Background: an optimization exercise with open tools, aiming at small area. Do not read the settings as production practice. At most, simulation tests tie the RTL to the original design; equivalence was not proved. The RTL of run 2 was laid out without a check of its function. No activity file was given, so power comes from the tool's default toggle rates.

## flow/design.v (module list and top-level ports; edited modules follow where they fit)
// module tr1_demod: 418 lines
// module tr1_mac: 307 lines
module tr1_demod (
    input  wire               clk,
    input  wire               rst,         
    input  wire               start,       
    input  wire [1:0]         car,         
    input  wire [1:0]         lc,          
    input  wire               in_valid,
    input  wire signed [11:0] in_sample,
    input  wire               finish,      
    output wire               lv_valid,
    output wire [1:0]         lv_count,    
    output reg  [5:0]         lv_data,     
    output wire               done,
    output wire [7:0]         status       
);
  // ...
==> flow/flow/run.sh <==
#!/bin/bash
# Layout flow:
#  1. the standard synthesis (standard.sh), unchanged;
#  2. flow/polarity.py: each full adder of the netlist is used as is or with
#     all pins complemented (a full adder is self-dual), to need the fewest
#     inverters next to full adders, half adders and flip-flops;
#  3. Yosys/ABC re-map the plain logic gates with each area-mapping script
#     flow/map_*.abc, from both polarity choices (with and without counting
#     inverters next to plain gates), and keep the smallest netlist;
#     flip-flops, full and half adders and tie cells stay as they are, so
#     every register keeps its name and cell;
#  4. the standard layout from that netlist, with buf_1 port buffers and
#     a clock tree of clkbuf_8 without dummy loads.
# Each tool's output goes to a log file of its own in this folder.
set -euo pipefail
W=$(pwd)
R=$W/orfs/results/sky130hd/tr1_demod/base
LIB=$FLOW_HOME/platforms/sky130hd/lib/sky130_fd_sc_hd__tt_025C_1v80.lib
CTS="-sink_clustering_enable -repair_clock_nets -sink_clustering_size 10 -sink_clustering_max_diameter 40 -buf_list sky130_fd_sc_hd__clkbuf_4 -dont_use_dummy_load"
PORTS="-buffer_cell sky130_fd_sc_hd__buf_1"

bash standard.sh "$R/1_2_yosys.v" > synth.log 2>&1
cp "$R/1_2_yosys.v" "$R/1_2_yosys.std.v"

python3 flow/polarity.py "$R/1_2_yosys.std.v" "$R/1_2_yosys.pol_free.v" 20 --free-logic > polarity_free.log 2>&1
python3 flow/polarity.py "$R/1_2_yosys.std.v" "$R/1_2_yosys.pol_fixed.v" 20 > polarity_fixed.log 2>&1

DU=$(sed 's/^/-dont_use /' flow/dont_use.txt | tr '\n' ' ')
printf 'set_driving_cell sky130_fd_sc_hd__buf_1\nset_load 5\n' > abc.constr
# functional models of the plain logic cells, for Yosys to flatten
cat > models.ys <<EOY
read_liberty -ignore_miss_func $LIB
delete sky130_fd_sc_hd__fa_* sky130_fd_sc_hd__ha_* sky130_fd_sc_hd__*df* sky130_fd_sc_hd__conb_1 sky130_fd_sc_hd__dl* sky130_fd_sc_hd__*lpflow* sky130_fd_sc_hd__e* sky130_fd_sc_hd__decap* sky130_fd_sc_hd__diode* sky130_fd_sc_hd__probe* sky130_fd_sc_hd__macro* sky130_fd_sc_hd__sdf* sky130_fd_sc_hd__fah* sky130_fd_sc_hd__maj3*
write_verilog -noattr $W/models.v
EOY
yosys -l models.log models.ys > /dev/null 2>&1

# re-map with each ABC script in flow/map_*.abc, from each polarity choice,
# and keep the smallest netlist
for p in free fixed; do
  for f in flow/map_*.abc; do
    m=$(basename "$f" .abc)
    cat > remap_${p}_${m}.ys <<EOY
read_liberty -lib $LIB
read_verilog -overwrite $W/models.v
read_verilog $R/1_2_yosys.pol_${p}.v
hierarchy -check -top $FLOW_TOP
flatten -noscopeinfo
simplemap
opt -fast
opt_clean -purge
abc -script $W/$f -liberty $LIB $DU -constr $W/abc.constr -D $FLOW_PERIOD_NS
opt_clean -purge
setundef -zero
hilomap -singleton -hicell sky130_fd_sc_hd__conb_1 HI -locell sky130_fd_sc_hd__conb_1 LO
splitnets
opt_clean -purge
insbuf -buf sky130_fd_sc_hd__buf_4 A X
tee -o $W/remap_${p}_${m}.area stat -liberty $LIB
write_verilog -noattr -nohex -nodec $R/1_2_yosys.remap_${p}_${m}.v
EOY
    yosys -l remap_${p}_${m}.log remap_${p}_${m}.ys > /dev/null 2>&1 &
    while [ "$(jobs -r | wc -l)" -ge "${NUM_CORES:-4}" ]; do sleep 1; done
  done
done
wait
best=""
bestarea=""
for a in remap_*.area; do
  v=$(grep "Chip area for module" "$a" | tail -1 | awk '{print $NF}')
  [ -n "$v" ] || continue
  if [ -z "$bestarea" ] || python3 -c "import sys; sys.exit(0 if float('$v') < float('$bestarea') else 1)"; then
    best=${a%.area}; bestarea=$v
  fi
done
echo "best $best $bestarea" > remap_choice.log
cp "$R/1_2_yosys.remap_${best#remap_}.v" "$R/1_2_yosys.remap.v"

cp "$R/1_2_yosys.remap.v" "$R/1_2_yosys.v"
touch "$R/1_2_yosys.v"
bash standard.sh "CTS_ARGS=$CTS" "BUFFER_PORTS_ARGS=$PORTS" finish > layout.log 2>&1
==> flow/flow/dont_use.txt <==
sky130_fd_sc_hd__probe_p_8
sky130_fd_sc_hd__probec_p_8
sky130_fd_sc_hd__lpflow_bleeder_1
sky130_fd_sc_hd__lpflow_clkbufkapwr_1
sky130_fd_sc_hd__lpflow_clkbufkapwr_16
sky130_fd_sc_hd__lpflow_clkbufkapwr_2
sky130_fd_sc_hd__lpflow_clkbufkapwr_4
sky130_fd_sc_hd__lpflow_clkbufkapwr_8
sky130_fd_sc_hd__lpflow_clkinvkapwr_1
sky130_fd_sc_hd__lpflow_clkinvkapwr_16
sky130_fd_sc_hd__lpflow_clkinvkapwr_2
sky130_fd_sc_hd__lpflow_clkinvkapwr_4
sky130_fd_sc_hd__lpflow_clkinvkapwr_8
sky130_fd_sc_hd__lpflow_decapkapwr_12
sky130_fd_sc_hd__lpflow_decapkapwr_3
sky130_fd_sc_hd__lpflow_decapkapwr_4
sky130_fd_sc_hd__lpflow_decapkapwr_6
sky130_fd_sc_hd__lpflow_decapkapwr_8
sky130_fd_sc_hd__lpflow_inputiso0n_1
sky130_fd_sc_hd__lpflow_inputiso0p_1
sky130_fd_sc_hd__lpflow_inputiso1n_1
sky130_fd_sc_hd__lpflow_inputiso1p_1
sky130_fd_sc_hd__lpflow_inputisolatch_1
sky130_fd_sc_hd__lpflow_isobufsrc_1
sky130_fd_sc_hd__lpflow_isobufsrc_16
sky130_fd_sc_hd__lpflow_isobufsrc_2
sky130_fd_sc_hd__lpflow_isobufsrc_4
sky130_fd_sc_hd__lpflow_isobufsrc_8
sky130_fd_sc_hd__lpflow_isobufsrckapwr_16
sky130_fd_sc_hd__lpflow_lsbuf_lh_hl_isowell_tap_1
sky130_fd_sc_hd__lpflow_lsbuf_lh_hl_isowell_tap_2
sky130_fd_sc_hd__lpflow_lsbuf_lh_hl_isowell_tap_4
sky130_fd_sc_hd__lpflow_lsbuf_lh_isowell_4
sky130_fd_sc_hd__lpflow_lsbuf_lh_isowell_tap_1
sky130_fd_sc_hd__lpflow_lsbuf_lh_isowell_tap_2
sky130_fd_sc_hd__lpflow_lsbuf_lh_isowell_tap_4
==> flow/flow/map_a1.abc <==
strash
dch -f
amap
==> flow/flow/map_a3.abc <==
strash
dch
amap -m
==> flow/flow/map_a4.abc <==
strash
&get -n
&syn2
&put
dch
amap
==> flow/flow/map_a5.abc <==
strash
dch
amap -F 5 -A 5
==> flow/flow/map_s4.abc <==
strash
dch
amap
==> flow/flow/polarity.py <==
#!/usr/bin/env python3
"""Inverter clean-up for a flat gate-level netlist (Yosys write_verilog style).

A full adder is self-dual: FA(~a, ~b, ~c) = (~sum, ~cout). Synthesis often
leaves inverters between chained full adders. This script chooses, for every
full-adder cell, whether to use it as is or with all its pins complemented,
so as to need the fewest inverters, then rebuilds the inverters: at most one
per net, for the loads that need the complement. Flip-flops and every other
cell are left as they are.

usage: polarity.py in.v out.v
"""
import re, sys, random

FA = "sky130_fd_sc_hd__fa_1"
INV_RE = re.compile(r"^sky130_fd_sc_hd__(clk)?inv_\d+$")
NEW_INV = "sky130_fd_sc_hd__inv_1"
OUT_PINS = {"X", "Y", "Q", "Q_N", "COUT", "SUM", "HI", "LO"}
FA_IN = ("A", "B", "CIN")
FA_OUT = ("COUT", "SUM")

src = re.sub(r"\(\*.*?\*\)", "", open(sys.argv[1]).read())
m = re.search(r"^module\s+(\w+)\s*\((.*?)\);", src, re.S | re.M)
body_start = m.end()
end = src.rindex("endmodule")
body = src[body_start:end]

decl_re = re.compile(r"^\s*(input|output|inout|wire)\b[^;]*;", re.M)
cell_re = re.compile(r"^\s*(sky130_fd_sc_hd__\w+)\s+(\S+)\s*\((.*?)\);", re.S | re.M)
decls = [d.group(0) for d in decl_re.finditer(body)]
cells = []
for c in cell_re.finditer(body):
    pins = [(p, v.strip()) for p, v in re.findall(r"\.(\w+)\(([^()]*)\)", c.group(3))]
    cells.append([c.group(1), c.group(2), pins])
rest = cell_re.sub("", decl_re.sub("", body)).strip()
assert rest == "", "unexpected netlist content: %r" % rest[:200]

ports_out = set()
for d in decls:
    mm = re.match(r"\s*output\s+(\[\d+:\d+\]\s*)?(\S+)\s*;", d)
    if mm:
        name = mm.group(2)
        if mm.group(1):
            hi, lo = map(int, re.findall(r"\d+", mm.group(1)))
            for i in range(lo, hi + 1):
                ports_out.add("%s[%d]" % (name, i))
        else:
            ports_out.add(name)

# inverters: output net -> input net
inv_of = {}
inv_cells = set()
for i, (t, n, pins) in enumerate(cells):
    if INV_RE.match(t):
        pd = dict(pins)
        inv_of[pd["Y"]] = pd["A"]
        inv_cells.add(i)

def base(net):
    par = 0
    seen = 0
    while net in inv_of:
        net = inv_of[net]
        par ^= 1
        seen += 1
        assert seen < 1000
    return net, par

# loads of each base net: (cell index or None for a port, pin, parity)
loads = {}
driver = {}
for i, (t, n, pins) in enumerate(cells):
    if i in inv_cells:
        continue
    for p, v in pins:
        if p in OUT_PINS:
            driver[v] = (i, p)
        else:
            b, par = base(v)
            loads.setdefault(b, []).append((i, p, par))

fa_cells = [i for i, c in enumerate(cells) if c[0] == FA]
flip = {i: 0 for i in fa_cells}
# a full adder that drives an output port (directly or through inverters)
# keeps its polarity
port_bases = {}
for o in ports_out:
    b, par = base(o)
    port_bases.setdefault(b, []).append((o, par))
fixed = set()
for i in fa_cells:
    for p, v in cells[i][2]:
        if p in OUT_PINS and v in port_bases:
            fixed.add(i)

FREE_LOGIC = "--free-logic" in sys.argv
FIXED_TYPES = re.compile(r"^sky130_fd_sc_hd__(ha_|e?dfx|dfr|dfs|sdf|dl|conb)")

def is_free(ci):
    # a logic gate: a later re-mapping absorbs inverters at its pins
    if not FREE_LOGIC or ci is None:
        return False
    t = cells[ci][0]
    return t != FA and not FIXED_TYPES.match(t)

def net_cost(b):
    d = driver.get(b)
    needs = set()
    for (ci, p, par) in loads.get(b, []):
        if is_free(ci):
            continue
        needs.add(par ^ (flip.get(ci, 0) if ci is not None else 0))
    if d and is_free(d[0]):
        return 1 if len(needs) == 2 else 0
    dp = flip.get(d[0], 0) if d else 0
    return 1 if any(n != dp for n in needs) else 0

# nets touching each full adder
fa_nets = {}
for i in fa_cells:
    ns = set()
    for p, v in cells[i][2]:
        ns.add(base(v)[0] if p not in OUT_PINS else v)
    fa_nets[i] = ns

all_bases = set(loads)
before = sum(net_cost(b) for b in all_bases)
rng = random.Random(1)
best = None
for trial in range(int(sys.argv[3]) if len(sys.argv) > 3 and sys.argv[3].isdigit() else 20):
    if trial:
        for i in fa_cells:
            flip[i] = rng.randint(0, 1) if i not in fixed else 0
    improved = True
    rounds = 0
    while improved and rounds < 100:
        improved = False
        rounds += 1
        order = list(fa_cells)
        rng.shuffle(order)
        for i in order:
            if i in fixed:
                continue
            ns = fa_nets[i]
            c0 = sum(net_cost(b) for b in ns)
            flip[i] ^= 1
            c1 = sum(net_cost(b) for b in ns)
            if c1 < c0 or (c1 == c0 and rng.random() < 0.3 and rounds < 60):
                improved = improved or c1 < c0
            else:
                flip[i] ^= 1
    cost = sum(net_cost(b) for b in all_bases)
    if best is None or cost < best[0]:
        best = (cost, dict(flip))
flip = best[1]
after = best[0]

def esc(v, suffix):
    return (v + suffix) if not v.startswith("\\") else (v + suffix)

# physical name of each base net: a flipped full adder's outputs are renamed,
# since they now carry the complement
phys = {}
new_wires = []
for i in fa_cells:
    if flip[i]:
        for p, v in cells[i][2]:
            if p in OUT_PINS:
                phys[v] = esc(v, "_pn")
                new_wires.append("  wire %s ;" % phys[v] if v.startswith("\\") else "  wire %s;" % phys[v])

def pname(b):
    return phys.get(b, b)

new_cells = []
conn = {}
inv_net = {}
k = 0
for b, ls in loads.items():
    d = driver.get(b)
    dp = flip.get(d[0], 0) if d else 0
    for (ci, p, par) in ls:
        need = par ^ (flip.get(ci, 0) if ci is not None else 0)
        if need == dp:
            target = pname(b)
        else:
            if b not in inv_net:
                y = "pol_inv_%d_y" % k
                inv_net[b] = y
                new_wires.append("  wire %s;" % y)
                new_cells.append([NEW_INV, "pol_inv_%d" % k, [("A", pname(b)), ("Y", y)]])
                k += 1
            target = inv_net[b]
        conn[(ci, p)] = target

out_cells = []
for i, (t, n, pins) in enumerate(cells):
    if i in inv_cells:
        continue
    np_ = []
    for p, v in pins:
        if p in OUT_PINS:
            np_.append((p, pname(v) if (i in flip and flip[i]) else v))
        else:
            np_.append((p, conn.get((i, p), v)))
    out_cells.append([t, n, np_])

# output ports that are inverter outputs: one inverter each, as before
for b, lst in port_bases.items():
    for (o, par) in lst:
        if par == 0:
            assert b == o
            continue
        assert not (driver.get(b) and flip.get(driver[b][0], 0))
        new_cells.append([NEW_INV, "pol_port_inv_%d" % k, [("A", pname(b)), ("Y", o)]])
        k += 1

def fmt(c):
    t, n, pins = c
    def net(v):
        return v + " " if v.startswith("\\") else v
    return "  %s %s (\n%s\n  );" % (t, net(n), ",\n".join("    .%s(%s)" % (p, net(v)) for p, v in pins))

used = set()
for c in out_cells + new_cells:
    for p, v in c[2]:
        used.add(v)
out = [src[:body_start], "\n".join(decls), "\n".join(w for w in new_wires)]
out += [fmt(c) for c in out_cells + new_cells]
out.append("endmodule\n")
open(sys.argv[2], "w").write("\n".join(out))
nflip = sum(flip.values())
print("full adders %d, flipped %d; inverters before %d (nets needing one %d), after %d"
      % (len(fa_cells), nflip, len(inv_cells), before, len(new_cells)))
==> flow/standard.sh <==
#!/bin/bash
# synth_recipe.tcl (not shown) runs the flow's synth.tcl, then flattens the netlist and writes it again
# the make line also repeats each setting of config.mk as NAME=value (left out here)
make -C /OpenROAD-flow-scripts/flow DESIGN_CONFIG=/design/flow/config.mk WORK_HOME=/design/flow/orfs CLKGATE_MAP_FILE= SYNTH_SCRIPT=/design/flow/synth_recipe.tcl "${@:-finish}"
==> flow/config.mk <==
export PLATFORM = sky130hd
export DESIGN_NAME = tr1_demod
export DESIGN_NICKNAME = tr1_demod
export VERILOG_FILES = /design/flow/design.v
export SDC_FILE = /design/flow/constraint.sdc
export NUM_CORES = 4
export LEC_CHECK = 0
export CAP_MARGIN = 10
export CORE_MARGIN = 2
export CORE_UTILIZATION = 40
export CTS_BUF_LIST = sky130_fd_sc_hd__clkbuf_8
export CTS_CLUSTER_DIAMETER = 60
export CTS_CLUSTER_SIZE = 18
export GPL_TIMING_DRIVEN = 0
export SLEW_MARGIN = 0
==> flow/constraint.sdc <==
create_clock -name core_clock -period 16.0 [get_ports {clk}]
set_input_delay 3.2000 -clock core_clock [delete_from_list [all_inputs] [get_ports {clk}]]
set_output_delay 3.2000 -clock core_clock [all_outputs]
set_load 0.01 [all_outputs]
==> reports/results.tsv, run 1 <==
stage	metric	value	unit
global_routing	track_usage	25.81	%
clock_network	post_cts_buffers	0	
placement	dp_cells	3233	
clock_network	cts_tree	done	
placement	gp_congestion	0.9418	
worst_setup_path	crit_cells	36	
cells_and_area	layout.nonclk_buf_share	3.454	%
cells_and_area	largest_register	xr	
worst_setup_path	crit_required	16.57	ns
cells_and_area	nNonClkInverters	181	
placement	dp.final_hpwl	53.38	mm
worst_setup_path	path_class	in -> reg	
clock_network	cts.sinks	276	
yosys	yosys_warnings	1	
routing	drtAntennaViolNets	0	
routing	wl_met2	31.16	mm
global_routing	grt_pass1_wl	113.2	mm
clock_network	clockBufferDepth	3	
worst_setup_path	cp_max_fo	23	
cells_and_area	num-fill-cells	5316	
sta	clock_skew	0.1543	ns
clock_network	cts_resized	2	
cells_and_area	layout.cells.non_filler	3291	
global_routing	grt_util_met2	38.88	%
cells_and_area	multi_input_area	0.01531	mm^2
cells_and_area	nets	2958	
worst_setup_path	cp.arrival	15.86	ns
run_status	status	finished clean	
sta	tns	0	ns
global_routing	grt_pass1_vias	19140	
power	power_clock	396	uW
sta	worst_slew_margin_rel	8.221	%
sta	final_max_slew_viol_count	0	
cells_and_area	seq_cell_count	276	
sta	finalHoldViolations	0	
routing	wl_met3	6.078	mm
job	cap_violations	0	
power	clock_power_share	17.5	%
worst_setup_path	crit_path_max_incr_delay	0.58	ns
clock_network	clkTransAtPathRegs	0.10	ns
worst_setup_path	r2r-end	xr[53]	
worst_setup_path	r2r_cells	44	
cells_and_area	nClkBuffers	51	
sta	final-setup-viol-count	0	
==> run 2, diff against run 1 <==
--- a/flow/design.v
+++ b/flow/design.v
@@ -27,106 +27,106 @@
     reg       down;
     reg       half;
     reg       wh;
     wire take  = active & in_valid & ~cfg_err & ~sig_err;
     wire first = ~down & (lo == 4'd0) & ~half & ~wh;
     wire last  = down & (lo == 4'd1) & half & wh;
     wire [4:0] fidx = {half, lo};
     wire [59:0] from;
-    assign from[0] = (fidx == 5'd20) | (fidx == 5'd26);
-    assign from[1] = (fidx == 5'd1) | (fidx == 5'd3) | (fidx == 5'd17) | (fidx == 5'd21) | (fidx == 5'd27);
-    assign from[2] = (fidx == 5'd1) | (fidx == 5'd2) | (fidx == 5'd3) | (fidx == 5'd5) | (fidx == 5'd10) | (fidx == 5'd17) | (fidx == 5'd18) | (fidx == 5'd19) | (fidx == 5'd22);
-    assign from[3] = (fidx == 5'd7) | (fidx == 5'd8) | (fidx == 5'd22) | (fidx == 5'd25);
-    assign from[4] = (fidx == 5'd25) | (fidx == 5'd26) | (fidx == 5'd27) | (fidx == 5'd28);
-    assign from[5] = (fidx == 5'd3) | (fidx == 5'd5) | (fidx == 5'd6) | (fidx == 5'd7) | (fidx == 5'd8) | (fidx == 5'd9) | (fidx == 5'd11) | (fidx == 5'd12) | (fidx == 5'd19) | (fidx == 5'd21) | (fidx == 5'd22) | (fidx == 5'd23) | (fidx == 5'd24) | (fidx == 5'd25) | (fidx == 5'd27) | (fidx == 5'd28);
-    assign from[6] = (fidx == 5'd4) | (fidx == 5'd5) | (fidx == 5'd7) | (fidx == 5'd8) | (fidx == 5'd9) | (fidx == 5'd10) | (fidx == 5'd11) | (fidx == 5'd19) | (fidx == 5'd23) | (fidx == 5'd24) | (fidx == 5'd25) | (fidx == 5'd28);
-    assign from[7] = (fidx == 5'd7) | (fidx == 5'd8) | (fidx == 5'd11) | (fidx == 5'd20) | (fidx == 5'd23) | (fidx == 5'd25) | (fidx == 5'd27);
-    assign from[8] = (fidx == 5'd2) | (fidx == 5'd6) | (fidx == 5'd9) | (fidx == 5'd10) | (fidx == 5'd17) | (fidx == 5'd18) | (fidx == 5'd19) | (fidx == 5'd21) | (fidx == 5'd24) | (fidx == 5'd26);
-    assign from[9] = (fidx == 5'd0) | (fidx == 5'd1) | (fidx == 5'd2) | (fidx == 5'd3) | (fidx == 5'd4) | (fidx == 5'd5) | (fidx == 5'd6) | (fidx == 5'd7) | (fidx == 5'd16) | (fidx == 5'd17) | (fidx == 5'd18) | (fidx == 5'd22) | (fidx == 5'd23) | (fidx == 5'd24);
-    assign from[10] = (fidx == 5'd6) | (fidx == 5'd8) | (fidx == 5'd20) | (fidx == 5'd23) | (fidx == 5'd24) | (fidx == 5'd26) | (fidx == 5'd27) | (fidx == 5'd28);
-    assign from[11] = (fidx == 5'd1) | (fidx == 5'd3) | (fidx == 5'd8) | (fidx == 5'd11) | (fidx == 5'd17) | (fidx == 5'd19) | (fidx == 5'd21) | (fidx == 5'd23) | (fidx == 5'd24);
-    assign from[12] = (fidx == 5'd2) | (fidx == 5'd5) | (fidx == 5'd8) | (fidx == 5'd10) | (fidx == 5'd18) | (fidx == 5'd22) | (fidx == 5'd25);
-    assign from[13] = (fidx == 5'd6) | (fidx == 5'd7) | (fidx == 5'd17) | (fidx == 5'd18) | (fidx == 5'd21) | (fidx == 5'd24);
-    assign from[14] = (fidx == 5'd22) | (fidx == 5'd23) | (fidx == 5'd24) | (fidx == 5'd25) | (fidx == 5'd26) | (fidx == 5'd27) | (fidx == 5'd28);
-    assign from[15] = (fidx == 5'd4) | (fidx == 5'd10);
-    assign from[16] = (fidx == 5'd1) | (fidx == 5'd5) | (fidx == 5'd11) | (fidx == 5'd17) | (fidx == 5'd19);
-    assign from[17] = (fidx == 5'd1) | (fidx == 5'd2) | (fidx == 5'd3) | (fidx == 5'd6) | (fidx == 5'd17) | (fidx == 5'd18) | (fidx == 5'd19) | (fidx == 5'd21) | (fidx == 5'd26);
-    assign from[18] = (fidx == 5'd6) | (fidx == 5'd9) | (fidx == 5'd23) | (fidx == 5'd24);
-    assign from[19] = (fidx == 5'd9) | (fidx == 5'd10) | (fidx == 5'd11) | (fidx == 5'd12);
-    assign from[20] = (fidx == 5'd3) | (fidx == 5'd5) | (fidx == 5'd6) | (fidx == 5'd7) | (fidx == 5'd8) | (fidx == 5'd9) | (fidx == 5'd11) | (fidx == 5'd12) | (fidx == 5'd19) | (fidx == 5'd21) | (fidx == 5'd22) | (fidx == 5'd23) | (fidx == 5'd24) | (fidx == 5'd25) | (fidx == 5'd27) | (fidx == 5'd28);
-    assign from[21] = (fidx == 5'd3) | (fidx == 5'd7) | (fidx == 5'd8) | (fidx == 5'd9) | (fidx == 5'd12) | (fidx == 5'd20) | (fidx == 5'd21) | (fidx == 5'd23) | (fidx == 5'd24) | (fidx == 5'd25) | (fidx == 5'd26) | (fidx == 5'd27);
-    assign from[22] = (fidx == 5'd4) | (fidx == 5'd7) | (fidx == 5'd9) | (fidx == 5'd11) | (fidx == 5'd23) | (fidx == 5'd24) | (fidx == 5'd27);
-    assign from[23] = (fidx == 5'd1) | (fidx == 5'd2) | (fidx == 5'd3) | (fidx == 5'd5) | (fidx == 5'd8) | (fidx == 5'd10) | (fidx == 5'd18) | (fidx == 5'd22) | (fidx == 5'd25) | (fidx == 5'd26);
-    assign from[24] = (fidx == 5'd0) | (fidx == 5'd1) | (fidx == 5'd2) | (fidx == 5'd6) | (fidx == 5'd7) | (fidx == 5'd8) | (fidx == 5'd16) | (fidx == 5'd17) | (fidx == 5'd18) | (fidx == 5'd19) | (fidx == 5'd20) | (fidx == 5'd21) | (fidx == 5'd22) | (fidx == 5'd23);
-    assign from[25] = (fidx == 5'd4) | (fidx == 5'd7) | (fidx == 5'd8) | (fidx == 5'd10) | (fidx == 5'd11) | (fidx == 5'd12) | (fidx == 5'd22) | (fidx == 5'd24);
-    assign from[26] = (fidx == 5'd1) | (fidx == 5'd3) | (fidx == 5'd5) | (fidx == 5'd7) | (fidx == 5'd8) | (fidx == 5'd17) | (fidx == 5'd19) | (fidx == 5'd24) | (fidx == 5'd27);
-    assign from[27] = (fidx == 5'd2) | (fidx == 5'd6) | (fidx == 5'd9) | (fidx == 5'd18) | (fidx == 5'd21) | (fidx == 5'd24) | (fidx == 5'd26);
-    assign from[28] = (fidx == 5'd1) | (fidx == 5'd2) | (fidx == 5'd5) | (fidx == 5'd8) | (fidx == 5'd22) | (fidx == 5'd23);
-    assign from[29] = (fidx == 5'd6) | (fidx == 5'd7) | (fidx == 5'd8) | (fidx == 5'd9) | (fidx == 5'd10) | (fidx == 5'd11) | (fidx == 5'd12);
-    assign from[30] = (fidx == 5'd1) | (fidx == 5'd5) | (fidx == 5'd6) | (fidx == 5'd7) | (fidx == 5'd9) | (fidx == 5'd11) | (fidx == 5'd17) | (fidx == 5'd27);
-    assign from[31] = (fidx == 5'd4) | (fidx == 5'd20) | (fidx == 5'd23) | (fidx == 5'd25) | (fidx == 5'd26);
-    assign from[32] = (fidx == 5'd3) | (fidx == 5'd7) | (fidx == 5'd10) | (fidx == 5'd21) | (fidx == 5'd23) | (fidx == 5'd24) | (fidx == 5'd25);
-    assign from[33] = (fidx == 5'd2) | (fidx == 5'd3) | (fidx == 5'd7) | (fidx == 5'd8) | (fidx == 5'd11) | (fidx == 5'd18);
-    assign from[34] = (fidx == 5'd3) | (fidx == 5'd4) | (fidx == 5'd5) | (fidx == 5'd6) | (fidx == 5'd7);
-    assign from[35] = (fidx == 5'd2) | (fidx == 5'd3) | (fidx == 5'd8) | (fidx == 5'd10) | (fidx == 5'd18) | (fidx == 5'd19) | (fidx == 5'd24) | (fidx == 5'd26);
-    assign from[36] = (fidx == 5'd2) | (fidx == 5'd3) | (fidx == 5'd5) | (fidx == 5'd6) | (fidx == 5'd9) | (fidx == 5'd10) | (fidx == 5'd17) | (fidx == 5'd18) | (fidx == 5'd21) | (fidx == 5'd22);
-    assign from[37] = (fidx == 5'd2) | (fidx == 5'd8) | (fidx == 5'd9) | (fidx == 5'd11) | (fidx == 5'd12) | (fidx == 5'd27) | (fidx == 5'd28);
-    assign from[38] = (fidx == 5'd1) | (fidx == 5'd4) | (fidx == 5'd5) | (fidx == 5'd6) | (fidx == 5'd9) | (fidx == 5'd12) | (fidx == 5'd17) | (fidx == 5'd19) | (fidx == 5'd21) | (fidx == 5'd22) | (fidx == 5'd23) | (fidx == 5'd24) | (fidx == 5'd25) | (fidx == 5'd26) | (fidx == 5'd27);
-    assign from[39] = (fidx == 5'd0) | (fidx == 5'd1) | (fidx == 5'd2) | (fidx == 5'd8) | (fidx == 5'd9) | (fidx == 5'd10) | (fidx == 5'd11) | (fidx == 5'd16) | (fidx == 5'd17);
-    assign from[40] = (fidx == 5'd1) | (fidx == 5'd2) | (fidx == 5'd5) | (fidx == 5'd6) | (fidx == 5'd7) | (fidx == 5'd9) | (fidx == 5'd11) | (fidx == 5'd17) | (fidx == 5'd18) | (fidx == 5'd24) | (fidx == 5'd26) | (fidx == 5'd27);
-    assign from[41] = (fidx == 5'd3) | (fidx == 5'd4) | (fidx == 5'd6) | (fidx == 5'd20) | (fidx == 5'd23) | (fidx == 5'd25);
-    assign from[42] = (fidx == 5'd2) | (fidx == 5'd8) | (fidx == 5'd9) | (fidx == 5'd10) | (fidx == 5'd12) | (fidx == 5'd21) | (fidx == 5'd27);
-    assign from[43] = (fidx == 5'd3) | (fidx == 5'd4) | (fidx == 5'd5) | (fidx == 5'd6) | (fidx == 5'd7) | (fidx == 5'd11) | (fidx == 5'd18) | (fidx == 5'd19);
-    assign from[44] = (fidx == 5'd16) | (fidx == 5'd17);
-    assign from[45] = (fidx == 5'd1) | (fidx == 5'd11) | (fidx == 5'd17) | (fidx == 5'd21) | (fidx == 5'd22) | (fidx == 5'd23) | (fidx == 5'd25) | (fidx == 5'd27);
-    assign from[46] = (fidx == 5'd4) | (fidx == 5'd7) | (fidx == 5'd9) | (fidx == 5'd10) | (fidx == 5'd20);
-    assign from[47] = (fidx == 5'd5) | (fidx == 5'd7) | (fidx == 5'd8) | (fidx == 5'd9) | (fidx == 5'd19) | (fidx == 5'd23) | (fidx == 5'd26);
-    assign from[48] = (fidx == 5'd2) | (fidx == 5'd18) | (fidx == 5'd19) | (fidx == 5'd23) | (fidx == 5'd24) | (fidx == 5'd27);
-    assign from[49] = (fidx == 5'd19) | (fidx == 5'd20) | (fidx == 5'd21) | (fidx == 5'd22) | (fidx == 5'd23);
-    assign from[50] = (fidx == 5'd2) | (fidx == 5'd3) | (fidx == 5'd8) | (fidx == 5'd10) | (fidx == 5'd18) | (fidx == 5'd19) | (fidx == 5'd24) | (fidx == 5'd26);
-    assign from[51] = (fidx == 5'd1) | (fidx == 5'd2) | (fidx == 5'd5) | (fidx == 5'd6) | (fidx == 5'd18) | (fidx == 5'd19) | (fidx == 5'd21) | (fidx == 5'd22) | (fidx == 5'd25) | (fidx == 5'd26);
-    assign from[52] = (fidx == 5'd11) | (fidx == 5'd12) | (fidx == 5'd18) | (fidx == 5'd24) | (fidx == 5'd25) | (fidx == 5'd27) | (fidx == 5'd28);
-    assign from[53] = (fidx == 5'd1) | (fidx == 5'd3) | (fidx == 5'd5) | (fidx == 5'd6) | (fidx == 5'd7) | (fidx == 5'd8) | (fidx == 5'd9) | (fidx == 5'd10) | (fidx == 5'd11) | (fidx == 5'd17) | (fidx == 5'd20) | (fidx == 5'd21) | (fidx == 5'd22) | (fidx == 5'd25) | (fidx == 5'd28);
-    assign from[54] = (fidx == 5'd0) | (fidx == 5'd1) | (fidx == 5'd16) | (fidx == 5'd17) | (fidx == 5'd18) | (fidx == 5'd24) | (fidx == 5'd25) | (fidx == 5'd26) | (fidx == 5'd27);
-    assign from[55] = (fidx == 5'd1) | (fidx == 5'd2) | (fidx == 5'd8) | (fidx == 5'd10) | (fidx == 5'd11) | (fidx == 5'd17) | (fidx == 5'd18) | (fidx == 5'd21) | (fidx == 5'd22) | (fidx == 5'd23) | (fidx == 5'd25) | (fidx == 5'd27);
-    assign from[56] = (fidx == 5'd4) | (fidx == 5'd7) | (fidx == 5'd9) | (fidx == 5'd19) | (fidx == 5'd20) | (fidx == 5'd22);
-    assign from[57] = (fidx == 5'd5) | (fidx == 5'd11) | (fidx == 5'd18) | (fidx == 5'd24) | (fidx == 5'd25) | (fidx == 5'd26) | (fidx == 5'd28);
-    assign from[58] = (fidx == 5'd2) | (fidx == 5'd3) | (fidx == 5'd19) | (fidx == 5'd20) | (fidx == 5'd21) | (fidx == 5'd22) | (fidx == 5'd23) | (fidx == 5'd27);
-    assign from[59] = (fidx == 5'd0) | (fidx == 5'd1);
+    assign from[0] = (fidx[4] & fidx[3] & fidx[1] & ~fidx[0]) | (fidx[4] & ~fidx[3] & fidx[2] & ~fidx[1] & ~fidx[0]);
+    assign from[1] = (~fidx[4] & ~fidx[3] & ~fidx[2] & fidx[0]) | (fidx[4] & ~fidx[3] & ~fidx[1] & fidx[0]) | (fidx[4] & fidx[3] & fidx[1] & fidx[0]);
+    assign from[2] = (~fidx[3] & ~fidx[2] & fidx[1]) | (~fidx[3] & ~fidx[2] & fidx[0]) | (~fidx[4] & ~fidx[3] & ~fidx[1] & fidx[0]) | (~fidx[4] & fidx[3] & fidx[1] & ~fidx[0]) | (fidx[4] & ~fidx[3] & fidx[1] & ~fidx[0]);
+    assign from[3] = (~fidx[4] & fidx[2] & fidx[1] & fidx[0]) | (fidx[4] & fidx[3] & ~fidx[1] & fidx[0]) | (fidx[4] & fidx[2] & fidx[1] & ~fidx[0]) | (~fidx[4] & fidx[3] & ~fidx[2] & ~fidx[1] & ~fidx[0]);
+    assign from[4] = (fidx[4] & fidx[3] & fidx[1]) | (fidx[4] & fidx[3] & fidx[2]) | (fidx[4] & fidx[3] & fidx[0]);
+    assign from[5] = (fidx[3] & ~fidx[1]) | (fidx[1] & fidx[0]) | (fidx[2] & fidx[1]) | (fidx[2] & fidx[0]);
+    assign from[6] = (~fidx[4] & fidx[3] & ~fidx[2]) | (fidx[4] & fidx[3] & ~fidx[1]) | (~fidx[4] & fidx[2] & fidx[0]) | (fidx[4] & ~fidx[3] & fidx[1] & fidx[0]) | (~fidx[4] & ~fidx[3] & fidx[2] & ~fidx[1]);
+    assign from[7] = (fidx[4] & fidx[3] & fidx[0]) | (fidx[2] & fidx[1] & fidx[0]) | (fidx[3] & fidx[1] & fidx[0]) | (~fidx[4] & fidx[3] & ~fidx[2] & ~fidx[1] & ~fidx[0]) | (fidx[4] & ~fidx[3] & fidx[2] & ~fidx[1] & ~fidx[0]);
+    assign from[8] = (~fidx[2] & fidx[1] & ~fidx[0]) | (fidx[4] & ~fidx[3] & ~fidx[2] & fidx[0]) | (~fidx[4] & fidx[1] & ~fidx[0]) | (~fidx[4] & fidx[3] & ~fidx[1] & fidx[0]) | (fidx[4] & ~fidx[3] & ~fidx[1] & fidx[0]) | (fidx[4] & fidx[3] & ~fidx[2] & ~fidx[0]);
+    assign from[9] = (~fidx[4] & ~fidx[3]) | (fidx[2] & fidx[1]) | (~fidx[3] & ~fidx[2] & ~fidx[1]) | (~fidx[3] & ~fidx[2] & ~fidx[0]) | (fidx[4] & ~fidx[2] & ~fidx[1] & ~fidx[0]);
+    assign from[10] = (fidx[4] & fidx[3] & ~fidx[0]) | (fidx[4] & fidx[3] & fidx[1]) | (~fidx[4] & fidx[2] & fidx[1] & ~fidx[0]) | (fidx[4] & fidx[2] & ~fidx[1] & ~fidx[0]) | (fidx[4] & fidx[2] & fidx[1] & fidx[0]) | (fidx[3] & ~fidx[2] & ~fidx[1] & ~fidx[0]);
+    assign from[11] = (fidx[4] & ~fidx[3] & fidx[0]) | (~fidx[3] & ~fidx[2] & fidx[0]) | (fidx[3] & ~fidx[2] & ~fidx[1] & ~fidx[0]) | (~fidx[4] & fidx[3] & fidx[1] & fidx[0]);
+    assign from[12] = (~fidx[4] & fidx[3] & ~fidx[2] & ~fidx[0]) | (fidx[4] & ~fidx[3] & fidx[1] & ~fidx[0]) | (~fidx[4] & ~fidx[2] & fidx[1] & ~fidx[0]) | (~fidx[4] & fidx[2] & ~fidx[1] & fidx[0]) | (fidx[4] & fidx[3] & ~fidx[1] & fidx[0]);
+    assign from[13] = (~fidx[4] & fidx[2] & fidx[1]) | (fidx[4] & ~fidx[3] & ~fidx[1] & fidx[0]) | (fidx[4] & ~fidx[3] & ~fidx[2] & fidx[1] & ~fidx[0]) | (fidx[4] & fidx[3] & ~fidx[2] & ~fidx[1] & ~fidx[0]);
+    assign from[14] = (fidx[4] & fidx[3]) | (fidx[4] & fidx[2] & fidx[1]);
+    assign from[15] = (~fidx[4] & fidx[3] & fidx[1] & ~fidx[0]) | (~fidx[4] & ~fidx[3] & fidx[2] & ~fidx[1] & ~fidx[0]);
+    assign from[16] = (~fidx[4] & ~fidx[3] & ~fidx[1] & fidx[0]) | (fidx[4] & ~fidx[3] & ~fidx[2] & fidx[0]) | (~fidx[4] & fidx[3] & fidx[1] & fidx[0]);
+    assign from[17] = (~fidx[3] & ~fidx[2] & fidx[1]) | (~fidx[3] & ~fidx[2] & fidx[0]) | (~fidx[4] & ~fidx[3] & fidx[1] & ~fidx[0]) | (fidx[4] & ~fidx[3] & ~fidx[1] & fidx[0]) | (fidx[4] & fidx[3] & fidx[1] & ~fidx[0]);
+    assign from[18] = (~fidx[4] & fidx[3] & ~fidx[1] & fidx[0]) | (~fidx[4] & fidx[2] & fidx[1] & ~fidx[0]) | (fidx[4] & fidx[2] & fidx[1] & fidx[0]) | (fidx[4] & fidx[3] & ~fidx[2] & ~fidx[1] & ~fidx[0]);
+    assign from[19] = (~fidx[4] & fidx[3] & fidx[1]) | (~fidx[4] & fidx[3] & fidx[2]) | (~fidx[4] & fidx[3] & fidx[0]);
+    assign from[20] = (fidx[3] & ~fidx[1]) | (fidx[1] & fidx[0]) | (fidx[2] & fidx[1]) | (fidx[2] & fidx[0]);
+    assign from[21] = (fidx[4] & fidx[3] & ~fidx[2]) | (~fidx[4] & fidx[3] & ~fidx[1]) | (fidx[4] & fidx[2] & fidx[0]) | (~fidx[4] & ~fidx[3] & fidx[1] & fidx[0]) | (fidx[4] & ~fidx[3] & fidx[2] & ~fidx[1]);
+    assign from[22] = (~fidx[4] & fidx[3] & fidx[0]) | (fidx[2] & fidx[1] & fidx[0]) | (fidx[3] & fidx[1] & fidx[0]) | (~fidx[4] & ~fidx[3] & fidx[2] & ~fidx[1] & ~fidx[0]) | (fidx[4] & fidx[3] & ~fidx[2] & ~fidx[1] & ~fidx[0]);
+    assign from[23] = (~fidx[2] & fidx[1] & ~fidx[0]) | (~fidx[4] & ~fidx[3] & ~fidx[2] & fidx[0]) | (fidx[4] & fidx[1] & ~fidx[0]) | (~fidx[4] & ~fidx[3] & ~fidx[1] & fidx[0]) | (~fidx[4] & fidx[3] & ~fidx[2] & ~fidx[0]) | (fidx[4] & fidx[3] & ~fidx[1] & fidx[0]);
+    assign from[24] = (fidx[4] & ~fidx[3]) | (fidx[2] & fidx[1]) | (~fidx[3] & ~fidx[2] & ~fidx[1]) | (~fidx[3] & ~fidx[2] & ~fidx[0]) | (~fidx[4] & ~fidx[2] & ~fidx[1] & ~fidx[0]);
+    assign from[25] = (~fidx[4] & fidx[3] & ~fidx[0]) | (~fidx[4] & fidx[3] & fidx[1]) | (~fidx[4] & fidx[2] & ~fidx[1] & ~fidx[0]) | (~fidx[4] & fidx[2] & fidx[1] & fidx[0]) | (fidx[4] & fidx[2] & fidx[1] & ~fidx[0]) | (fidx[3] & ~fidx[2] & ~fidx[1] & ~fidx[0]);
+    assign from[26] = (~fidx[4] & ~fidx[3] & fidx[0]) | (~fidx[3] & ~fidx[2] & fidx[0]) | (fidx[3] & ~fidx[2] & ~fidx[1] & ~fidx[0]) | (fidx[4] & fidx[3] & fidx[1] & fidx[0]);
+    assign from[27] = (~fidx[4] & ~fidx[3] & fidx[1] & ~fidx[0]) | (fidx[4] & fidx[3] & ~fidx[2] & ~fidx[0]) | (~fidx[4] & fidx[3] & ~fidx[1] & fidx[0]) | (fidx[4] & ~fidx[2] & fidx[1] & ~fidx[0]) | (fidx[4] & fidx[2] & ~fidx[1] & fidx[0]);
+    assign from[28] = (fidx[4] & fidx[2] & fidx[1]) | (~fidx[4] & ~fidx[3] & ~fidx[1] & fidx[0]) | (~fidx[4] & ~fidx[3] & ~fidx[2] & fidx[1] & ~fidx[0]) | (~fidx[4] & fidx[3] & ~fidx[2] & ~fidx[1] & ~fidx[0]);
+    assign from[29] = (~fidx[4] & fidx[3]) | (~fidx[4] & fidx[2] & fidx[1]);
+    assign from[30] = (~fidx[4] & ~fidx[1] & fidx[0]) | (~fidx[4] & fidx[2] & fidx[1]) | (fidx[3] & fidx[1] & fidx[0]) | (~fidx[3] & ~fidx[2] & ~fidx[1] & fidx[0]);
+    assign from[31] = (~fidx[3] & fidx[2] & ~fidx[1] & ~fidx[0]) | (fidx[4] & fidx[3] & ~fidx[1] & fidx[0]) | (fidx[4] & fidx[3] & fidx[1] & ~fidx[0]) | (fidx[4] & fidx[2] & fidx[1] & fidx[0]);
+    assign from[32] = (fidx[4] & fidx[2] & fidx[0]) | (~fidx[4] & ~fidx[3] & fidx[1] & fidx[0]) | (fidx[4] & fidx[3] & ~fidx[2] & ~fidx[1]) | (~fidx[4] & fidx[3] & fidx[1] & ~fidx[0]);
+    assign from[33] = (~fidx[4] & fidx[1] & fidx[0]) | (~fidx[3] & ~fidx[2] & fidx[1] & ~fidx[0]) | (~fidx[4] & fidx[3] & ~fidx[2] & ~fidx[1] & ~fidx[0]);
+    assign from[34] = (~fidx[4] & ~fidx[3] & fidx[2]) | (~fidx[4] & ~fidx[3] & fidx[1] & fidx[0]);
+    assign from[35] = (~fidx[3] & ~fidx[2] & fidx[1]) | (fidx[3] & ~fidx[2] & ~fidx[0]);
+    assign from[36] = (~fidx[3] & fidx[1] & ~fidx[0]) | (fidx[2] & ~fidx[1] & fidx[0]) | (~fidx[4] & fidx[1] & ~fidx[0]) | (~fidx[4] & ~fidx[3] & ~fidx[2] & fidx[1]) | (~fidx[4] & fidx[3] & ~fidx[1] & fidx[0]) | (fidx[4] & ~fidx[3] & ~fidx[1] & fidx[0]);
+    assign from[37] = (~fidx[4] & fidx[3] & ~fidx[1]) | (fidx[3] & fidx[1] & fidx[0]) | (fidx[3] & fidx[2]) | (~fidx[4] & ~fidx[3] & ~fidx[2] & fidx[1] & ~fidx[0]);
+    assign from[38] = (fidx[4] & fidx[0]) | (~fidx[1] & fidx[0]) | (~fidx[4] & fidx[2] & ~fidx[0]) | (fidx[4] & fidx[3] & ~fidx[2]) | (fidx[4] & fidx[2] & fidx[1]);
+    assign from[39] = (~fidx[4] & fidx[3] & ~fidx[2]) | (~fidx[3] & ~fidx[2] & ~fidx[1]) | (~fidx[4] & ~fidx[2] & ~fidx[0]);
+    assign from[40] = (~fidx[4] & ~fidx[1] & fidx[0]) | (~fidx[4] & fidx[2] & fidx[1]) | (fidx[4] & fidx[3] & fidx[1]) | (~fidx[3] & ~fidx[2] & fidx[1] & ~fidx[0]) | (~fidx[4] & fidx[3] & fidx[0]) | (fidx[4] & fidx[3] & ~fidx[2] & ~fidx[0]) | (~fidx[3] & ~fidx[2] & ~fidx[1] & fidx[0]);
+    assign from[41] = (~fidx[4] & ~fidx[3] & fidx[2] & ~fidx[0]) | (fidx[4] & fidx[3] & ~fidx[1] & fidx[0]) | (fidx[4] & fidx[2] & fidx[1] & fidx[0]) | (~fidx[3] & fidx[2] & ~fidx[1] & ~fidx[0]) | (~fidx[4] & ~fidx[3] & ~fidx[2] & fidx[1] & fidx[0]);
+    assign from[42] = (~fidx[4] & fidx[3] & ~fidx[1]) | (~fidx[4] & ~fidx[2] & fidx[1] & ~fidx[0]) | (fidx[4] & fidx[3] & fidx[1] & fidx[0]) | (fidx[4] & fidx[2] & ~fidx[1] & fidx[0]);
+    assign from[43] = (~fidx[4] & ~fidx[3] & fidx[2]) | (~fidx[4] & fidx[1] & fidx[0]) | (fidx[4] & ~fidx[3] & ~fidx[2] & fidx[1]);
+    assign from[44] = (fidx[4] & ~fidx[3] & ~fidx[2] & ~fidx[1]);
+    assign from[45] = (fidx[4] & ~fidx[1] & fidx[0]) | (fidx[4] & fidx[2] & fidx[1]) | (fidx[3] & fidx[1] & fidx[0]) | (~fidx[3] & ~fidx[2] & ~fidx[1] & fidx[0]);
+    assign from[46] = (~fidx[3] & fidx[2] & ~fidx[1] & ~fidx[0]) | (~fidx[4] & fidx[3] & ~fidx[1] & fidx[0]) | (~fidx[4] & fidx[3] & fidx[1] & ~fidx[0]) | (~fidx[4] & fidx[2] & fidx[1] & fidx[0]);
+    assign from[47] = (~fidx[4] & fidx[2] & fidx[0]) | (~fidx[4] & fidx[3] & ~fidx[2] & ~fidx[1]) | (fidx[4] & ~fidx[3] & fidx[1] & fidx[0]) | (fidx[4] & fidx[3] & fidx[1] & ~fidx[0]);
+    assign from[48] = (fidx[4] & fidx[1] & fidx[0]) | (~fidx[3] & ~fidx[2] & fidx[1] & ~fidx[0]) | (fidx[4] & fidx[3] & ~fidx[2] & ~fidx[1] & ~fidx[0]);
+    assign from[49] = (fidx[4] & ~fidx[3] & fidx[2]) | (fidx[4] & ~fidx[3] & fidx[1] & fidx[0]);
+    assign from[50] = (~fidx[3] & ~fidx[2] & fidx[1]) | (fidx[3] & ~fidx[2] & ~fidx[0]);
+    assign from[51] = (~fidx[3] & fidx[1] & ~fidx[0]) | (fidx[2] & ~fidx[1] & fidx[0]) | (fidx[4] & fidx[1] & ~fidx[0]) | (~fidx[4] & ~fidx[3] & ~fidx[1] & fidx[0]) | (fidx[4] & ~fidx[3] & ~fidx[2] & fidx[1]) | (fidx[4] & fidx[3] & ~fidx[1] & fidx[0]);
+    assign from[52] = (fidx[4] & fidx[3] & ~fidx[1]) | (fidx[3] & fidx[1] & fidx[0]) | (fidx[3] & fidx[2]) | (fidx[4] & ~fidx[3] & ~fidx[2] & fidx[1] & ~fidx[0]);
+    assign from[53] = (~fidx[4] & fidx[0]) | (~fidx[1] & fidx[0]) | (fidx[4] & fidx[2] & ~fidx[0]) | (~fidx[4] & fidx[3] & ~fidx[2]) | (~fidx[4] & fidx[2] & fidx[1]);
+    assign from[54] = (fidx[4] & fidx[3] & ~fidx[2]) | (~fidx[3] & ~fidx[2] & ~fidx[1]) | (fidx[4] & ~fidx[2] & ~fidx[0]);
+    assign from[55] = (fidx[4] & ~fidx[1] & fidx[0]) | (~fidx[4] & fidx[3] & fidx[1]) | (fidx[4] & fidx[2] & fidx[1]) | (~fidx[3] & ~fidx[2] & fidx[1] & ~fidx[0]) | (fidx[4] & fidx[3] & fidx[0]) | (~fidx[4] & fidx[3] & ~fidx[2] & ~fidx[0]) | (~fidx[3] & ~fidx[2] & ~fidx[1] & fidx[0]);
+    assign from[56] = (fidx[4] & ~fidx[3] & fidx[2] & ~fidx[0]) | (~fidx[4] & fidx[3] & ~fidx[1] & fidx[0]) | (~fidx[4] & fidx[2] & fidx[1] & fidx[0]) | (~fidx[3] & fidx[2] & ~fidx[1] & ~fidx[0]) | (fidx[4] & ~fidx[3] & ~fidx[2] & fidx[1] & fidx[0]);
+    assign from[57] = (fidx[4] & fidx[3] & ~fidx[1]) | (fidx[4] & ~fidx[2] & fidx[1] & ~fidx[0]) | (~fidx[4] & fidx[3] & fidx[1] & fidx[0]) | (~fidx[4] & fidx[2] & ~fidx[1] & fidx[0]);
+    assign from[58] = (fidx[4] & ~fidx[3] & fidx[2]) | (fidx[4] & fidx[1] & fidx[0]) | (~fidx[4] & ~fidx[3] & ~fidx[2] & fidx[1]);
+    assign from[59] = (~fidx[4] & ~fidx[3] & ~fidx[2] & ~fidx[1]);
     wire [29:0] qrom;
-    assign qrom[0] = (lo == 4'd1) | (lo == 4'd3);
-    assign qrom[1] = (lo == 4'd2) | (lo == 4'd8);
-    assign qrom[2] = (lo == 4'd4) | (lo == 4'd7);
-    assign qrom[3] = (lo == 4'd8) | (lo == 4'd9);
+    assign qrom[0] = (~lo[3] & ~lo[2] & lo[0]);
+    assign qrom[1] = (~lo[3] & ~lo[2] & lo[1] & ~lo[0]) | (lo[3] & ~lo[2] & ~lo[1] & ~lo[0]);
+    assign qrom[2] = (lo[2] & lo[1] & lo[0]) | (~lo[3] & lo[2] & ~lo[1] & ~lo[0]);
+    assign qrom[3] = (lo[3] & ~lo[2] & ~lo[1]);
     assign qrom[4] = 1'b0;
-    assign qrom[5] = (lo == 4'd5) | (lo == 4'd6) | (lo == 4'd7) | (lo == 4'd8) | (lo == 4'd9) | (lo == 4'd10);
-    assign qrom[6] = (lo == 4'd6) | (lo == 4'd7) | (lo == 4'd9);
-    assign qrom[7] = (lo == 4'd3) | (lo == 4'd5) | (lo == 4'd8) | (lo == 4'd9) | (lo == 4'd10) | (lo == 4'd11) | (lo == 4'd12);
-    assign qrom[8] = (lo == 4'd5) | (lo == 4'd6) | (lo == 4'd7) | (lo == 4'd10) | (lo == 4'd11);
-    assign qrom[9] = (lo == 4'd0) | (lo == 4'd1) | (lo == 4'd2) | (lo == 4'd3) | (lo == 4'd4) | (lo == 4'd5) | (lo == 4'd6) | (lo == 4'd7) | (lo == 4'd8);
-    assign qrom[10] = (lo == 4'd1) | (lo == 4'd3) | (lo == 4'd5) | (lo == 4'd6) | (lo == 4'd7) | (lo == 4'd10);
-    assign qrom[11] = (lo == 4'd2) | (lo == 4'd6) | (lo == 4'd8) | (lo == 4'd9);
-    assign qrom[12] = (lo == 4'd3) | (lo == 4'd4) | (lo == 4'd7) | (lo == 4'd9) | (lo == 4'd11);
-    assign qrom[13] = (lo == 4'd5) | (lo == 4'd6) | (lo == 4'd7) | (lo == 4'd8);
+    assign qrom[5] = (lo[2] & lo[1]) | (lo[3] & ~lo[2] & ~lo[1]) | (lo[2] & lo[0]) | (lo[3] & ~lo[2] & ~lo[0]);
+    assign qrom[6] = (lo[2] & lo[1]) | (lo[3] & ~lo[1] & lo[0]);
+    assign qrom[7] = (lo[3]) | (~lo[2] & lo[1] & lo[0]) | (lo[2] & ~lo[1] & lo[0]);
+    assign qrom[8] = (lo[3] & lo[1]) | (lo[2] & lo[1]) | (lo[2] & lo[0]);
+    assign qrom[9] = (~lo[3]) | (~lo[2] & ~lo[1] & ~lo[0]);
+    assign qrom[10] = (~lo[3] & lo[0]) | (lo[2] & lo[1]) | (lo[3] & lo[1] & ~lo[0]);
+    assign qrom[11] = (~lo[3] & lo[1] & ~lo[0]) | (lo[3] & ~lo[2] & ~lo[1]);
+    assign qrom[12] = (lo[1] & lo[0]) | (lo[3] & lo[0]) | (~lo[3] & lo[2] & ~lo[1] & ~lo[0]);
+    assign qrom[13] = (lo[2] & lo[1]) | (lo[2] & lo[0]) | (lo[3] & ~lo[2] & ~lo[1] & ~lo[0]);
     assign qrom[14] = 1'b0;
-    assign qrom[15] = (lo == 4'd3) | (lo == 4'd5);
-    assign qrom[16] = (lo == 4'd5) | (lo == 4'd8) | (lo == 4'd9);
-    assign qrom[17] = (lo == 4'd1) | (lo == 4'd3) | (lo == 4'd8);
-    assign qrom[18] = (lo == 4'd4) | (lo == 4'd5);
+    assign qrom[15] = (lo[2] & ~lo[1] & lo[0]) | (~lo[3] & ~lo[2] & lo[1] & lo[0]);
+    assign qrom[16] = (lo[3] & ~lo[2] & ~lo[1]) | (lo[2] & ~lo[1] & lo[0]);
+    assign qrom[17] = (~lo[3] & ~lo[2] & lo[0]) | (lo[3] & ~lo[2] & ~lo[1] & ~lo[0]);
+    assign qrom[18] = (~lo[3] & lo[2] & ~lo[1]);
     assign qrom[19] = 1'b0;
-    assign qrom[20] = (lo == 4'd4) | (lo == 4'd6) | (lo == 4'd7) | (lo == 4'd10) | (lo == 4'd11) | (lo == 4'd12);
-    assign qrom[21] = (lo == 4'd4) | (lo == 4'd7) | (lo == 4'd10) | (lo == 4'd11);
-    assign qrom[22] = (lo == 4'd5) | (lo == 4'd6) | (lo == 4'd9) | (lo == 4'd10);
-    assign qrom[23] = (lo == 4'd1) | (lo == 4'd2) | (lo == 4'd3) | (lo == 4'd6) | (lo == 4'd7) | (lo == 4'd8);
-    assign qrom[24] = (lo == 4'd5) | (lo == 4'd6) | (lo == 4'd7) | (lo == 4'd8) | (lo == 4'd9) | (lo == 4'd10) | (lo == 4'd11) | (lo == 4'd12);
-    assign qrom[25] = (lo == 4'd3) | (lo == 4'd4) | (lo == 4'd5) | (lo == 4'd6) | (lo == 4'd10) | (lo == 4'd11) | (lo == 4'd12);
-    assign qrom[26] = (lo == 4'd4) | (lo == 4'd8) | (lo == 4'd9) | (lo == 4'd11);
-    assign qrom[27] = (lo == 4'd1) | (lo == 4'd6) | (lo == 4'd9) | (lo == 4'd10);
-    assign qrom[28] = (lo == 4'd5) | (lo == 4'd6) | (lo == 4'd7) | (lo == 4'd8);
+    assign qrom[20] = (lo[2] & ~lo[0]) | (lo[3] & lo[1]) | (lo[2] & lo[1]);
+    assign qrom[21] = (lo[3] & lo[1]) | (lo[2] & lo[1] & lo[0]) | (~lo[3] & lo[2] & ~lo[1] & ~lo[0]);
+    assign qrom[22] = (lo[3] & ~lo[1] & lo[0]) | (lo[3] & lo[1] & ~lo[0]) | (lo[2] & ~lo[1] & lo[0]) | (lo[2] & lo[1] & ~lo[0]);
+    assign qrom[23] = (~lo[3] & lo[1]) | (~lo[3] & ~lo[2] & lo[0]) | (lo[3] & ~lo[2] & ~lo[1] & ~lo[0]);
+    assign qrom[24] = (lo[3]) | (lo[2] & lo[1]) | (lo[2] & lo[0]);
+    assign qrom[25] = (lo[2] & ~lo[1]) | (lo[3] & lo[1]) | (lo[2] & ~lo[0]) | (~lo[2] & lo[1] & lo[0]);
+    assign qrom[26] = (lo[3] & lo[0]) | (lo[3] & ~lo[2] & ~lo[1]) | (~lo[3] & lo[2] & ~lo[1] & ~lo[0]);
+    assign qrom[27] = (~lo[2] & ~lo[1] & lo[0]) | (lo[3] & lo[1] & ~lo[0]) | (lo[2] & lo[1] & ~lo[0]);
+    assign qrom[28] = (lo[2] & lo[1]) | (lo[2] & lo[0]) | (lo[3] & ~lo[2] & ~lo[1] & ~lo[0]);
     assign qrom[29] = 1'b0;
     wire [14:0] bf1 = from[59:45], bf2 = from[44:30], bf3 = from[29:15], bf4 = from[14:0];
     wire [14:0] bqs = qrom[29:15], bqc = qrom[14:0];
     wire [11:0] xg = take ? in_sample : 12'd0;
     wire [4:0] fneg = {5{down}};
     wire [4:0] sneg = {5{half}};
     wire [4:0] cneg = {5{half ^ down}};
     reg [14:0] d1, d2, d3, d4;
@@ -165,16 +165,17 @@
     tr1_mac u_mac4 (.base(base4), .x(xg), .tk(take), .neg(d4[14:10]), .one(d4[9:5]), .two(d4[4:0]), .sum(sum4));
     reg        [53:0] xr;        
     reg signed [26:0] y1, y2;
     reg        [28:0] hacc;      
     reg               sticky;    
     reg               hbusy;
     reg        [5:0]  hstep;
     reg               dvalid;    
+    reg               ld_r;      
     wire        [26:0] hterm = xr[0] ? y1 : 27'd0;
     wire               hneg  = (hstep[5:1] == 5'd26);
     wire        [26:0] ht    = hterm ^ {27{hneg}};
     wire        [28:0] hsum;
     wire h_0 = hacc[0] ^ ht[0];
     wire h_1 = h_0 ^ hneg;
     wire h_2 = (hacc[0] & ht[0]) | (h_0 & hneg);
     wire h_3 = h_2 ^ hacc[1];
@@ -314,54 +315,55 @@
                         end
                     end
                 endcase
             end
         end
     end
     assign lv_valid = dvalid & ~dec_err & ~sig_err;
     assign lv_count = (cur_car == CAR_QAM) ? 2'd3 : 2'd1;
-    assign done   = fin_pending & ~hbusy & ~dvalid;
+    assign done   = fin_pending & ~ld_r & ~hbusy & ~dvalid;
     assign status = cfg_err ? 8'h15 : (sig_err | ~first) ? 8'h76 : 8'h00;
     always @(posedge clk) begin
         acc1 <= sum1;
         acc2 <= sum2;
         acc3 <= sum3;
         acc4 <= sum4;
-        if (take & last) begin
-            xr <= {sum3[26], sum1[26], sum3[25], sum1[25], sum3[24], sum1[24],
-                   sum3[23], sum1[23], sum3[22], sum1[22], sum3[21], sum1[21],
-                   sum3[20], sum1[20], sum3[19], sum1[19], sum3[18], sum1[18],
-                   sum3[17], sum1[17], sum3[16], sum1[16], sum3[15], sum1[15],
-                   sum3[14], sum1[14], sum3[13], sum1[13], sum3[12], sum1[12],
-                   sum3[11], sum1[11], sum3[10], sum1[10], sum3[9],  sum1[9],
-                   sum3[8],  sum1[8],  sum3[7],  sum1[7],  sum3[6],  sum1[6],
-                   sum3[5],  sum1[5],  sum3[4],  sum1[4],  sum3[3],  sum1[3],
-                   sum3[2],  sum1[2],  sum3[1],  sum1[1],  sum3[0],  sum1[0]};
-            y1 <= sum2;
-            y2 <= sum4;
+        ld_r <= ~rst & take & last;
+        if (ld_r) begin
+            xr <= {acc3[26], acc1[26], acc3[25], acc1[25], acc3[24], acc1[24],
+                   acc3[23], acc1[23], acc3[22], acc1[22], acc3[21], acc1[21],
+                   acc3[20], acc1[20], acc3[19], acc1[19], acc3[18], acc1[18],
+                   acc3[17], acc1[17], acc3[16], acc1[16], acc3[15], acc1[15],
+                   acc3[14], acc1[14], acc3[13], acc1[13], acc3[12], acc1[12],
+                   acc3[11], acc1[11], acc3[10], acc1[10], acc3[9],  acc1[9],
+                   acc3[8],  acc1[8],  acc3[7],  acc1[7],  acc3[6],  acc1[6],
+                   acc3[5],  acc1[5],  acc3[4],  acc1[4],  acc3[3],  acc1[3],
+                   acc3[2],  acc1[2],  acc3[1],  acc1[1],  acc3[0],  acc1[0]};
+            y1 <= acc2;
+            y2 <= acc4;
         end else begin
             xr <= xr >> 1;
             y1 <= y2;
             y2 <= y1;
         end
-        if (take & last) begin
+        if (ld_r) begin
             c_s  <= 1'b0;
             c_d  <= 1'b1;
             nz_s <= 1'b0;
             nz_d <= 1'b0;
         end else if (hbusy & ~hstep[0]) begin
             c_s  <= (xr[0] & xr[1]) | (xr[0] & c_s) | (xr[1] & c_s);
             c_d  <= (xr[0] & ~xr[1]) | (xr[0] & c_d) | (~xr[1] & c_d);
             nz_s <= nz_s | s_bit;
             nz_d <= nz_d | d_bit;
             sg_s <= s_bit;
             sg_d <= d_bit;
         end
-        if (take & last) begin
+        if (ld_r) begin
             hacc   <= 29'd0;
             sticky <= 1'b0;
         end else begin
             hacc   <= hstep[0] ? {hsum[28], hsum[28:1]} : hsum;
             sticky <= sticky | (hstep[0] & hsum[0]);
         end
         if (rst) begin
             active      <= 1'b0;
@@ -390,17 +392,17 @@
                         down <= 1'b0;
                         lo   <= 4'd0;
                         half <= ~half;
                         if (half) wh <= ~wh;
                     end else begin
                         lo <= lo - 4'd1;
                     end
                 end
-                if (take & last) begin
+                if (ld_r) begin
                     hbusy <= 1'b1;
                     hstep <= 6'd0;
                 end else if (hbusy) begin
                     hstep <= hstep + 6'd1;
                     if (hstep == 6'd53) hbusy <= 1'b0;
                 end
                 dvalid <= hbusy & (hstep == 6'd53);
                 if (dvalid & ~sig_err) begin
==> reports/results.tsv, run 2 <==
stage	metric	value	unit	change
worst_setup_path	cp_max_fo	23		unchanged
sta	post-route-period-util	96.68	%	
cells_and_area	largest_register	xr		
die	initial_core_util	40.25	%	
worst_setup_path	r2r_cells	39		-11%
global_routing	grt_max_degree	105		
routing	via_per_inst	5.833		
placement	dp_slack	-0.4249	ns	
cells_and_area	final-seq-area	0.005769	mm^2	
yosys	yosys_warnings	1		unchanged
die	die_w	236.3	um	
sta	max_freq	64.65	MHz	
global_routing	grt_pass1_vias	19520		+2.0%
cells_and_area	drive_gt1_share	4.844	%	
sta	final-setup-viol-count	0		unchanged
worst_setup_path	crit_path_max_incr_delay	0.87	ns	+0.29 ns
worst_setup_path	worst-r2r-setup-slack	1.71	ns	
sta	worst_slew_pin_slew	1.319	ns	
routing	drt-total-wl	69.94	mm	
sta	worst_slack	0.5309	ns	
placement	port_buffers	35		
yosys	avgSynthCellArea	8.641	um^2	
power	total_leakage_power	0.009120	uW	
job	cap_violations	0		unchanged
global_routing	grt_pass1_wl	110.8	mm	-2.1%
worst_setup_path	crit_required	16.72	ns	+0.15 ns
global_routing	track_usage	25.35	%	-0.45 points
routing	wl_per_cell	21.07	um	
clock_network	hold_buffers	0		
die	fp-row-count	85		
clock_network	clkTransAtPathRegs	0.10	ns	about the same
worst_setup_path	path_class	in -> reg		
yosys	netlist_instances	2497		
clock_network	h-tree-depth	2		
clock_network	numCtsBuffers	52		
routing	drt_iter0_drc	1640		
die	fp.dieArea	0.05581	mm^2	
sta	clock_skew	0.1333	ns	-0.02097 ns
routing	dr.pass1.iters	5		
hold_path	worstHoldPathCells	2		
worst_setup_path	cp.arrival	16.18	ns	+0.32 ns
power	powerDensity	100.6	mW/mm^2	
cells_and_area	multi_input_area	0.01509	mm^2	-1.4%
cells_and_area	final_common_cell	nor2_1		
cells_and_area	layout.cells.non_filler	3319		+0.85%
hold_path	min_path_type	reg -> reg		
sta	final_max_slew_viol_count	0		unchanged
power	p_total	2378	uW	
clock_network	clock_latency	0.85	ns	
sta	grt_setup_unrepaired	false		
worst_setup_path	worst_setup_path_end_kind	flop		
cells_and_area	nets	2986		+0.95%
run_status	status	finished clean		
cells_and_area	num-fill-cells	5338		+0.41%
power	peakVddDrop	0.05693	mV	
sta	finalHoldViolations	0		unchanged
global_routing	overflow	0		
cells_and_area	mostFrequentLayoutCells	nor2_1 (336), nand2_1 (322), o21ai_0 (322)		
clock_network	cts_tree	done		
worst_setup_path	crit_slowest_cell	buf_1		
yosys	syn_area	0.02158	mm^2	
clock_network	post_cts_buffers	0		unchanged
cells_and_area	largest_register_ffs	54		
routing	drc	0		
die	core	0.05360	mm^2	
placement	dp.final_hpwl	51.22	mm	-4.0%
routing	vias	19360		
worst_setup_path	path_common_cell	fa_1		
placement	dp_cells	3264		+0.96%
clock_network	cts.sinks	277		+0.36%
cells_and_area	reg_top3	xr (54), hacc (29)		
die	ios	39		
routing	drtAntennaViolNets	0		unchanged
die	die_h	236.3	um	
global_routing	grt_antenna_before_repair	1		
cells_and_area	syn_to_final_growth	9.493	%	
cells_and_area	post-route-util	44.07	%	
worst_setup_path	cp-start-kind	input port		
sta	period_needed	15.47	ns	
clock_network	cts_root_buf	clkbuf_4		
placement	gp_congestion	0.9737		+3.4%
sta	worst_slew_margin_rel	12.08	%	+3.9 points
clock_network	clockBufferDepth	3		unchanged
clock_network	cts_resized	0		-2
run 2: worst max-delay path, delay by kind of cell:
family	cells	cell delay (ns)
compound gates	5	1.58
fa+ha+maj	25	8.88
buf+inv	3	1.75
simple gates	3	0.76
run 2: layout make-up:
class,count,share of cell area (%)
Multi-Input combinational cell,2002,63.87
Tap cell,696,3.686
Antenna cell,1,0.01059
Sequential cell,277,24.42
Timing Repair Buffer,72,2.712
Buffer,7,0.2224
Clock buffer,52,1.652
Inverter,212,3.427
run 2: routing by layer:
metal | vias to the layer above | track usage (%) | part of all wire, %
li1 | 9156 | - | -
met1 | 9229 | 34.22 | 43
met2 | 788 | 40.91 | 46
met3 | 186 | 3.663 | 6.8
met4 | 0 | 10.53 | 3.8
met5 | - | 0 | 0
run 2: per-stage QoR:
step	TNS (ns)	hold WS, ns	area [um^2]
after CTS	0	0.3857	23600
after global placement	-158.12	0.4100	22580
after floorplan	0	0.4056	21580
after global routing	0	0.4036	23620
final	0	0.3692	23620
after detailed placement	-1.257	0.4153	23210
run 2: where the power goes:
part | internal (uW) | switching [uW]
Clock | 147 | 261
Sequential | 883 | 94.1
Combinational | 404 | 589
run 2: final timing paths:
| check | from | end |
|---|---|---|
| hold / removal | acc3[2] | xr[5] |
| setup / recovery | in_sample[11] | acc2[26] |
| hold reg to reg | acc3[2] | xr[5] |
| setup reg to reg | lo[3] | acc2[26] |

[what the ideal ports hide]
The flow's constraints put no driver on any port. The routed layouts listed below were extracted and timed again, unchanged, in two steps.
Step 1 assumes that a clkbuf_16 drives the clock port and a buf_2 every other input.
Step 2 adds t to the input delays and takes it off the output delays; t is the mean of the earliest and latest rising clock arrival at the registers after step 1. Input paths then give back, and output paths get back, about the clock's delay inside the block.
Slacks: ideal ports / drivers / drivers and shift; pairs: ideal ports / drivers.
run | shift t [ns] | setup slack, ns | worst register clock-pin slew, ns | worst slew at a driven data input, ns
run 1 | 0.810 | 0.711 / 0.740 / -0.070 | 0.11 / 0.11 | 0.05
run 2 | 0.836 | 0.531 / 0.552 / -0.283 | 0.11 / 0.11 | 0.06
With both steps, setup timing fails in run 1 and run 2, where it was met with ideal ports. The setup slack of run 2, which loses most, moves by +0.021 ns with the drivers and by -0.814 ns with both steps.
